What follows belongs to an exercise in optimizing a design on an open flow for small area, a short achievable clock period and few clock cycles per item; a production flow would make more cautious choices.
The RTL was checked by simulation tests, not by an equivalence proof against the original design.
Power and IR drop assume default switching activity.

$ cat flow/standard.sh
#!/bin/bash
# synth_recipe.tcl (not shown) runs the flow's synth.tcl, then flattens the netlist and writes it again
# the make line also repeats each setting of config.mk as NAME=value (left out here)
make -C /OpenROAD-flow-scripts/flow DESIGN_CONFIG=/design/flow/config.mk WORK_HOME=/design/flow/orfs CLKGATE_MAP_FILE= SYNTH_SCRIPT=/design/flow/synth_recipe.tcl "${@:-finish}"
$ cat flow/config.mk
export PLATFORM = sky130hd
export DESIGN_NAME = bemu_alu
export DESIGN_NICKNAME = bemu_alu
export VERILOG_FILES = /design/flow/design.v
export SDC_FILE = /design/flow/constraint.sdc
export NUM_CORES = 4
export LEC_CHECK = 0
export CAP_MARGIN = 20
export CORE_MARGIN = 2
export CORE_UTILIZATION = 40
export SLEW_MARGIN = 20
export SYNTH_HIERARCHICAL = 1
$ cat flow/design.v
module bemu_alu (
    input  wire        clk,
    input  wire        rst,
    input  wire        start,
    input  wire [7:0]  op,
    input  wire [3:0]  size,
    input  wire [63:0] a,
    input  wire [63:0] b,
    input  wire [63:0] rflag,
    output wire        done,
    output wire [63:0] result,
    output wire        taken,
    output wire        fault
);
    wire [4:0] o = op[4:0];
    wire op_mov = (o == 5'h04);
    wire op_add = (o == 5'h07);
    wire op_sub = (o == 5'h08);
    wire op_mul = (o == 5'h09);
    wire op_div = (o == 5'h0A);
    wire op_mod = (o == 5'h0B);
    wire op_inc = (o == 5'h0C);
    wire op_dec = (o == 5'h0D);
    wire op_cmp = (o == 5'h0E);
    wire op_divmod = op_div | op_mod;
    wire k8  = size[1] | size[2] | size[3];    
    wire k16 = size[2] | size[3];              
    wire k32 = size[3];                        
    wire [63:0] mask = {{32{k32}}, {16{k16}}, {8{k8}}, 8'hFF};
    wire [63:0] am = a & mask;
    wire [63:0] bm = b & mask;
    wire sa = (size[0] & a[7]) | (size[1] & a[15]) | (size[2] & a[31]) | (size[3] & a[63]);
    wire sb = (size[0] & b[7]) | (size[1] & b[15]) | (size[2] & b[31]) | (size[3] & b[63]);
    wire bz = (bm == 64'd0);
    wire fz = (rflag == 64'd0);
    wire fn = rflag[63];
    reg  cond;
    always @(*) begin
        case (o)
            5'h0F:   cond = fz;
            5'h10:   cond = !fz;
            5'h11:   cond = fn;
            5'h12:   cond = !fn && !fz;
            5'h13:   cond = fn || fz;
            5'h14:   cond = !fn;
            default: cond = 1'b0;
        endcase
    end
    wire use_a = op_add | op_sub | op_inc | op_dec | op_divmod | op_cmp;
    wire b_pos = op_add | op_mov;
    wire b_neg = op_sub | op_cmp;
    wire [63:0] xa = {64{use_a}} & mask;              
    wire [63:0] xs = {64{op_cmp}} & ~mask;            
    wire [63:0] yp = {64{b_pos}} & mask;              
    wire [63:0] yn = {64{b_neg}} & mask;              
    wire [63:0] ys = {64{op_cmp}} & ~mask;            
    wire [63:0] y1 = {64{op_dec}} & mask;             
    wire [63:0] x_in = (a & xa) | ({64{sa}} & xs);
    wire [63:0] y_in = (b & yp) | (~b & yn) | ({64{~sb}} & ys) | y1;
    wire c_in = op_sub | op_cmp | op_inc;
    wire kill8  = size[0] & ~op_cmp;
    wire kill16 = size[1] & ~op_cmp;
    wire [7:0] anz, bnz;
    genvar gi;
    generate for (gi = 0; gi < 8; gi = gi + 1) begin : g_nz
        assign anz[gi] = |am[8*gi+7:8*gi];
        assign bnz[gi] = |bm[8*gi+7:8*gi];
    end endgenerate
    wire [7:0] ath, bth;    
    assign ath[7] = anz[7];
    assign bth[7] = bnz[7];
    generate for (gi = 6; gi >= 0; gi = gi - 1) begin : g_th
        assign ath[gi] = ath[gi+1] | anz[gi];
        assign bth[gi] = bth[gi+1] | bnz[gi];
    end endgenerate
    wire a_short = |(bth & ~ath);
    reg         idle, s_mul, s_dv, s_nrm;
    reg         done_r, taken_r, fault_r;
    reg  [63:0] R, E, Q;
    reg         c32;
    reg         g8, g16, g32;             
    reg         is_mod;
    reg  [5:0]  cnt;
    assign done   = done_r;
    assign taken  = taken_r;
    assign fault  = fault_r;
    assign result = {sumh[31:0], R[31:0]};
    wire in_norm = s_nrm;
    wire in_div  = s_dv;    
    reg         en0, inv0, en1;
    wire [63:0] p0 = (E ^ {64{inv0}}) & {64{en0}};
    wire [63:0] p1 = {E[62:0], 1'b0} & {64{en1}};
    wire [1:0]  mq_in = a_short ? am[1:0] : bm[1:0];
    wire [63:0] fs = R ^ p0 ^ p1;
    wire [63:0] fm = (R & p0) | (R & p1) | (p0 & p1);
    wire [32:0] suml;
    wire [32:0] sumh;
    wire [64:0] sum;
    wire [63:0] fc = {fm[62:0], 1'b0};
    bemu_add #(.W(32)) adl (.x(x_in[31:0]), .y(y_in[31:0]), .ci(c_in), .s(suml));
    bemu_add #(.W(32)) adh (.x(R[63:32]), .y(Q[63:32]), .ci(c32), .s(sumh));
    bemu_add #(.W(64)) al  (.x(fs), .y(fc), .ci(in_div), .s(sum));
    wire        ge   = sum[64] | fm[63];    
    wire [63:0] rmask = {{32{g32}}, {16{g16}}, {8{g8}}, 8'hFF};
    wire        mul_last = (Q[63:2] == 62'd0);
    wire [63:0] tR;
    assign tR[63] = R[63];
    generate for (gi = 62; gi >= 0; gi = gi - 1) begin : g_tr
        assign tR[gi] = tR[gi+1] | R[gi];
    end endgenerate
    wire fit16 = ~|({E[47:0], 16'd0} & ~tR) & ~|E[63:48];
    wire fit4  = ~|({E[59:0], 4'd0} & ~tR) & ~|E[63:60];
    wire fit1  = ~|({E[62:0], 1'b0} & ~tR) & ~E[63];
    wire norm_shift = in_norm & ~fault_r & (fit16 | fit4 | fit1);
    wire [63:0] q_next = {Q[62:0], ge};
    wire        div_last = (cnt == 6'd0);
    always @(posedge clk) begin
        if (rst) begin
            idle   <= 1'b1;
            s_mul  <= 1'b0;
            s_dv   <= 1'b0;
            s_nrm  <= 1'b0;
            done_r <= 1'b0;
        end else if (idle) begin
            done_r <= start & ~op_mul & ~op_divmod;
            if (start & op_mul) begin
                idle  <= 1'b0;
                s_mul <= 1'b1;
            end
            if (start & op_divmod) begin
                idle  <= 1'b0;
                s_dv  <= 1'b1;
                s_nrm <= 1'b1;
            end
        end else if (s_mul) begin
            if (mul_last) begin
                idle   <= 1'b1;
                s_mul  <= 1'b0;
                done_r <= 1'b1;
            end
        end else begin
            if (fault_r || (!norm_shift && cnt == 6'd0)) begin
                idle   <= 1'b1;
                s_dv   <= 1'b0;
                done_r <= 1'b1;
            end
            if (!norm_shift)
                s_nrm <= 1'b0;
        end
    end
    always @(posedge clk) begin
        if (idle) begin
            R       <= {x_in[63:32], suml[31:17], suml[16] & ~kill16,
                        suml[15:9], suml[8] & ~kill8, suml[7:0]};
            c32     <= suml[32] & (k32 | op_cmp);
            taken_r <= cond;
            fault_r <= op_divmod & bz;
            g8      <= k8;
            g16     <= k16;
            g32     <= k32;
            is_mod  <= op_mod;
            cnt     <= 6'd0;
            en0     <= op_divmod | mq_in[0];
            inv0    <= op_divmod;
            en1     <= ~op_divmod & mq_in[1];
            E       <= (op_mul & ~a_short) ? am : bm;
            Q       <= op_mul ? (a_short ? am : bm) : y_in;
        end else if (s_mul) begin
            R <= sum[63:0] & rmask;
            Q   <= {2'b00, Q[63:2]};
            E   <= {E[61:0], 2'b00};
            en0 <= Q[2];
            en1 <= Q[3];
        end else if (norm_shift) begin
            Q <= 64'd0;
            if (fit16) begin
                E   <= {E[47:0], 16'd0};
                cnt <= cnt + 6'd16;
            end else if (fit4) begin
                E   <= {E[59:0], 4'd0};
                cnt <= cnt + 6'd4;
            end else begin
                E   <= {E[62:0], 1'b0};
                cnt <= cnt + 6'd1;
            end
        end else begin
            Q   <= q_next;
            E   <= {1'b0, E[63:1]};
            cnt <= cnt - 6'd1;
            if (ge & ~fault_r & ~(div_last & ~is_mod))
                R <= sum[63:0];
            else if (fault_r)
                R <= 64'd0;
            else if (div_last & ~is_mod)
                R <= q_next;
            if (div_last)
                Q[63:32] <= 32'd0;
        end
    end
endmodule
module bemu_add #(parameter W = 32) (
    input  wire [W-1:0] x,
    input  wire [W-1:0] y,
    input  wire         ci,
    output wire [W:0]   s
);
    wire [W+1:0] t = {1'b0, x, 1'b1} + {1'b0, y, ci};
    assign s = t[W+1:1];
endmodule
$ cat flow/constraint.sdc
create_clock -name core_clock -period 12.0 [get_ports {clk}]
set_input_delay 2.4000 -clock core_clock [delete_from_list [all_inputs] [get_ports {clk}]]
set_output_delay 2.4000 -clock core_clock [all_outputs]
set_load 0.01 [all_outputs]
$ cat flow/flow/run.sh
#!/bin/bash
# The standard layout (standard.sh: the standard flow's synthesis and ORFS flow, with
# config.mk's settings), except that
#  - buffer_ports gives each port a plain buf_1 instead of the delay cell
#    (clkdlybuf4s50_1) it picks by itself.
# The clock period and constraint.sdc are the design's.
set -euo pipefail
MARGIN=6.5
bash standard.sh SETUP_SLACK_MARGIN=$MARGIN \
  "BUFFER_PORTS_ARGS=-buffer_cell sky130_fd_sc_hd__buf_1" finish > standard_flow.log 2>&1
==> key figures <==
Worst setup path
  – Reg2Reg Depth: 22
  – CP startpoint: op[4]
  – Crit end category: flip-flop
  – Worst path slowest cell: or3_4
  – Crit path largest cell delay: 0.39 ns
  – Worst Path Required: 12.32 ns
  – Buf+Inv Stages, Crit Path: 4
  – FF-to-FF End: R[19]
  – Setup crit end: R[29]
  – Startpoint Class: input port
  – Reg2Reg Setup Slack: roughly 6.5 ns
  – Critical path class: in -> reg
  – Crit path DAT: 6.24 ns
  – CP top delay family: compound AO/OA/AOI/OAI gates
  – Crit. path cell count: 19
  – RR Startpoint: inv0
  – Critical path cell sequence: buf_12 -> nand2b_4 -> or3_4 -> or3_4 -> nor3_4 -> buf_6 -> buf_4 -> a21o_1 -> ha_4 -> a21oi_4 -> o21ai_1 -> a211o_1 -> a21oi_2 -> o41ai_4 -> a211oi_2 -> a211oi_2 -> xor2_2 -> a222oi_1 -> inv_1
  – Crit path max fanout: 4

Detailed routing
  – Total number of vias: 28.9k
  – DR pass1 iterations: 9
  – DRC: 0
  – Avg WL per Cell: ~26 um
  – Post-DRT Antenna Nets: 0
  – Total wire length: 117000 um
  – Number of DRC violations after detailed-routing iteration 0: 3378
  – Mean number of vias per cell: 6.38

STA
  – Relative slew slack: about a fifth
  – Final Max Slew Viols: 0
  – Fin Setup TNS: 0 ns
  – Final Cycle Share: 49.3%
  – RSZ-0062 raised after global routing: yes
  – Layout Skew: 0.0231 ns
  – Final Critical Period: 5.91 ns
  – # setup viols final: 0
  – Worst-Margin Slew: ~1.2 ns
  – Max Clk Rate: between 0.15 and 0.2 GHz
  – Worst hold slack: roughly 0.53 ns
  – Final Hold Vio Count: 0

Clocking
  – Worst-skew pair later-pin latency: 0.60 ns
  – CTS Buf Count: 28
  – Reg clk slew, reported paths: 0.06 ns
  – Clock sink count: 213
  – CTS tree: done
  – H-tree levels: 1
  – CTS max path bufs: 3
  – Clock tree root driver cell: clkbuf_16

Global route
  – Global route overflow: 0
  – Initial antenna violation count: 7
  – Gr usage total: 31.5%
  – Routing usage on met1: 43.0%
  – Grt met3 use: 4.32%
  – Busiest grt layer: met2
  – Vias in the first global route: 27.1k
  – M2 GR Usage: 51.4%
  – Largest net degree at the start of global routing: 86
  – First-pass GRT wire length: around 170000 um

Worst hold path
  – HP Class: reg -> reg

Job
  – Number of max-cap violations: 0

Placement
  – IO buf count: 270
  – DP Area: 0.0281 mm2
  – GPL Wtd Cong: 0.971
  – DP Cell Count: approximately 4.3k
  – DP HPWL: ~84000 um

Pwr
  – Maximum vdd drop: approximately 90 uV
  – P per Cell Area: 97.9 mW/mm2
  – Lkg Pwr: 13.3 nW

Die
  – Die ar.: 0.0695 mm2
  – Initial Util: 40.3%
  – I/O pins: ~270
  – Core outline area: 0.0669 mm2
  – Die Span X: 264 um
  – Std cell rows: 95
  – Die H: 264 um

Outcome
  – Status: complete, no violations

Yosys
  – Yosys Warn Count: 7
  – Post-Syn Area: 0.0269 mm2
  – Post-Syn Area per Cell: between 7 and 8 um2
  – Mapped Cells: 3469

Cells and area
  – Area grow syn2layout: 17.2%
  – Layout Nets: 4045
  – Layout cells sized above 1: ~15%
  – Final instance area: 0.0316 mm2
  – Fin cells: between 4k and 5k
[placed cells by master, fill, tap and decap left out, types with 47 or more instances in the layout]
| cell | n |
|---|---|
| buf_1 | 253 |
| nor2b_1 | 60 |
| nor2_1 | 194 |
| and2_1 | 143 |
| a222oi_1 | 55 |
| ha_1 | 90 |
| xnor2_1 | 66 |
| fa_1 | 64 |
| dfxtp_1 | 128 |
| nor4_1 | 66 |
| nand2_1 | 299 |
| o221ai_1 | 47 |
| edfxtp_1 | 74 |
| xor2_1 | 115 |
| a21oi_1 | 325 |
| buf_4 | 133 |
| a21o_1 | 81 |
| o21ai_0 | 183 |
| mux2i_1 | 118 |
| nand4_1 | 53 |
| inv_1 | 138 |
| o211ai_1 | 59 |
| a221oi_1 | 71 |
[metrics by stage]
step	worst slack, ns	utilization (%)	total power, W
finish	6.09	47.2	0.00309
floorplan	5.98	-	0.00171
global route	6.02	47.2	0.00322
global placement	4.32	42.0	0.00205
CTS	6.31	45.8	0.00301
detailed placement	4.35	42.0	0.00204
[per-layer routing]
metal	vias to the layer above	share of wire, %
met1	14000	42
li1	13200	-
met5	-	0.033
met2	1467	46
met3	249	9.1
met4	6	3.7
[flip-flops by register name, indices dropped and copies added (netlist names)]
register / count
done_r: 1
c32: 1
idle: 1
s_mul: 1
cnt: 6
s_dv: 1
fault_r: 1
g8: 1
g16: 1
R: 64
Q: 64
s_nrm: 1
taken_r: 1
inv0: 1
en0: 1
g32: 1
E: 64
is_mod: 1
en1: 1
[worst min path at each step]
stage / from / endpoint / depth (start not counted)
floorplan: s_nrm / s_nrm / 2
global placement: s_nrm / s_nrm / 2
detailed placement: s_nrm / s_nrm / 2
CTS: s_nrm / s_nrm / 2
global route: Q[35] / Q[36] / 2
finish: s_nrm / s_nrm / 2
[report_power, final]
group / internal, W / switching [W]
clock: 0.000538 / 0.000375
combinational: 0.000494 / 0.000746
sequential: 0.000801 / 0.000135
total: 0.00183 / 0.00126
[what timing repair did]
action / CTS / global route
resized for setup: 193 / 127
hold buffers: 0 / 0
setup endpoints to repair: 232 / 178
setup buffers: 81 / 46
pin swaps: 80 / 88
cloned: 4 / 7
[area by class of cell]
class | instances | area (um2)
fill | 6671 | 35300
multi-input combinational | 2806 | 21200
sequential | 213 | 5030
timing repair buffer | 447 | 2750
tap | 873 | 1090
clock buffer | 37 | 776
inverter | 141 | 533
clock inverter | 15 | 179
antenna | 3 | 7.51
[worst min-delay path: cells and delay by family, from the launching register on]
kind,cells,cell delay [ns]
DFF,1,0.33
AOI/OAI and AO/OA,2,0.15
Testbench counts, summed over its fixed seeds: cycles 30,559, ops 12,000.

[separate check: timing with driven ports]
The flow's constraints put no driver on any port. The routed layout listed below was extracted and timed again, unchanged, in two steps.
Step 1 assumes that a clkbuf_16 drives the clock port and a buf_2 every other input.
Step 2 also shifts input and output timing later by t, the mid clock arrival at the registers, as if the neighbouring blocks saw the same clock.
Three values: ideal ports, drivers, drivers and shift; two values: the first two.
t (ns): 0.655
setup WS [ns]: 6.086 / 6.097 / 5.441
slew at the worst register clock pin (ns): 0.07 / 0.07
After both steps setup and hold are still met in this run. The setup slack of this run moves by +0.011 ns with the drivers and by -0.645 ns with both steps.
